Background: an optimization exercise with open tools, aiming at small area. Do not read the settings as production practice. Only simulation tests tie the RTL to the original design; equivalence was not proved. Power figures rest on the tool's default switching activity, not on a simulated workload. No driver is modelled on the clock port, so clocking that relies on it looks cheaper here than on a real chip.

Design hb_frame_decoder, start of the top module:
module hb_frame_decoder #(
    parameter NUM_PIXELS = 32,
    parameter CAP        = 3 * NUM_PIXELS,
    parameter AW         = (CAP > 1) ? $clog2(CAP) : 1
) (
    input  wire          clk,
    input  wire          rst,
    input  wire          in_valid,
    input  wire [7:0]    in_data,
    output wire          in_ready,
    output reg           evt_valid,
    output reg  [2:0]    evt_code,
    output wire [15:0]   evt_len,
    input  wire [AW-1:0] pb_rd_addr,
    output wire [7:0]    pb_rd_data,
    output wire [2:0]    dbg_state
);
For scale: roughly 4400 cells after synthesis, about 0.049 mm2 of cells after synthesis.
export LEC_CHECK = 0
export CAP_MARGIN = 20
export CORE_MARGIN = 2
export CORE_UTILIZATION = 60
export CTS_BUF_LIST = sky130_fd_sc_hd__clkbuf_16
export CTS_CLUSTER_DIAMETER = 50
export CTS_CLUSTER_SIZE = 22
export SLEW_MARGIN = 20
export SYNTH_HIERARCHICAL = 1
export SYNTH_MINIMUM_KEEP_SIZE = 0
create_clock -name core_clock -period 15.0 [get_ports {clk}]
run.sh (not shown) runs the stock make flow with config.mk's settings and CLKGATE_MAP_FILE= SYNTH_SCRIPT=/design/flow/synth_recipe.tcl, a recipe that flattens the netlist after the stock synthesis.
The first run ran to the end with no violations.
==> next run, changes <==
==> flow/flow/run.sh (new file) <==
#!/bin/bash
# Standard layout, with two changes: the clock tree uses larger sink
# clusters and no dummy loads, and ports are buffered with buf_1.
set -euo pipefail
export CTS_ARGS="-sink_clustering_enable -repair_clock_nets -sink_clustering_size 28 -sink_clustering_max_diameter 80 -buf_list sky130_fd_sc_hd__clkbuf_16 -dont_use_dummy_load"
export BUFFER_PORTS_ARGS="-buffer_cell sky130_fd_sc_hd__buf_1"
bash standard.sh > standard.log 2>&1
==> flow/standard.sh (new file) <==
#!/bin/bash
# synth_recipe.tcl (not shown) runs the flow's synth.tcl, then flattens the netlist and writes it again
# the make line also repeats each setting of config.mk as NAME=value (left out here)
make -C /OpenROAD-flow-scripts/flow DESIGN_CONFIG=/design/flow/config.mk WORK_HOME=/design/flow/orfs CLKGATE_MAP_FILE= SYNTH_SCRIPT=/design/flow/synth_recipe.tcl "${@:-finish}"
--- a/flow/config.mk
+++ b/flow/config.mk
@@ -9,7 +9,4 @@
 export CORE_MARGIN = 2
 export CORE_UTILIZATION = 60
-export CTS_BUF_LIST = sky130_fd_sc_hd__clkbuf_16
-export CTS_CLUSTER_DIAMETER = 50
-export CTS_CLUSTER_SIZE = 22
 export SLEW_MARGIN = 20
 export SYNTH_HIERARCHICAL = 1
removed: flow/run.sh
The changed run passed the timing, design-rule and antenna checks.
Power is lower by 18%.
Sequential power stays flat.
Sequential share of layout area increases by 3.3 points.
Utilization came out lower by 3.8 points.
Clock power is lower by 42%.
Setup slack gets better by 0.81 ns.
Combinational power falls by about 1%.
==> next run, changes <==
==> flow/flow/run.sh (replaced) <==
#!/bin/bash
# Standard layout, with three changes: the clock tree uses larger sink
# clusters and no dummy loads, ports are buffered with buf_1, and gates
# off the critical paths are downsized after global routing.
set -euo pipefail
export CTS_ARGS="-sink_clustering_enable -repair_clock_nets -sink_clustering_size 28 -sink_clustering_max_diameter 60 -buf_list sky130_fd_sc_hd__clkbuf_16 -dont_use_dummy_load"
export BUFFER_PORTS_ARGS="-buffer_cell sky130_fd_sc_hd__buf_1"
export RECOVER_POWER=100
bash standard.sh > standard.log 2>&1
Result: This time the run completed and failed the layout checks on max-capacitance violations, max-slew violations. Design area increases by 0.46%. Wire length increases by 0.49%. Final cell count increases by 0.42%. Power increases by 3.9%. Global-route usage increases by 0.10 points. First-iteration DRC count increases by 8.7%. Die area is unchanged. Worst setup slack got worse by 1.4 ns. Clock-buffer cell count increases by 20. Area after synthesis is unchanged.
==> next run, changes <==
==> flow/flow/run.sh (replaced) <==
#!/bin/bash
# Standard layout, with two changes: the clock tree uses larger sink
# clusters and no dummy loads, and ports are buffered with buf_1.
set -euo pipefail
export CTS_ARGS="-sink_clustering_enable -repair_clock_nets -sink_clustering_size 33 -sink_clustering_max_diameter 90 -buf_list sky130_fd_sc_hd__clkbuf_16 -dont_use_dummy_load"
export BUFFER_PORTS_ARGS="-buffer_cell sky130_fd_sc_hd__buf_1"
bash standard.sh > standard.log 2>&1
After rerunning:
- The new run finished with timing, DRC and antenna clean
- area after synthesis does not change
- worst setup slack is better by 1.3 ns
- wire length shrinks by about 0.46%
- clock power shrinks by 19%
- design area shrinks by 0.94%
- clock-buffer cell count shrinks by 32
- sequential cell count does not change
- utilization shrinks by 0.61 points
- fmax grows by 13%

## what the ideal ports hide
How much do the figures lean on ideal ports? The routed layouts below were timed once more, with nothing changed but the port constraints.
Step 1 sets driving cells, clkbuf_16 on the clock port and buf_2 on the other inputs (assumed; they add their load-dependent delay and slew).
Step 2 moves the port delays by t, midway between the first and last clock arrival at a register: inputs arrive t later, outputs are due t later. That takes back most of the time a late clock gives input paths.
a / b / c = no drivers / after step 1 / after step 2; a / b = the first two.
run | shift t [ns] | setup WS [ns] | slew at the worst register clock pin (ns) | worst slew at a driven data input, ns | cell pins on the clock port's net
the first run | 0.821 | 4.126 / 4.058 / 4.058 | 0.09 / 0.09 | 0.08 | 1
the second run | 0.721 | 4.936 / 4.852 / 4.852 | 0.11 / 0.11 | 0.10 | 1
the third run | 0.730 | 3.551 / 3.595 / 2.866 | 0.11 / 0.11 | 0.09 | 1
the fourth run | 0.738 | 4.827 / 4.753 / 4.753 | 0.12 / 0.12 | 0.09 | 1
The setup slack of the third run, which loses most, moves by +0.044 ns with the drivers and by -0.685 ns with both steps.
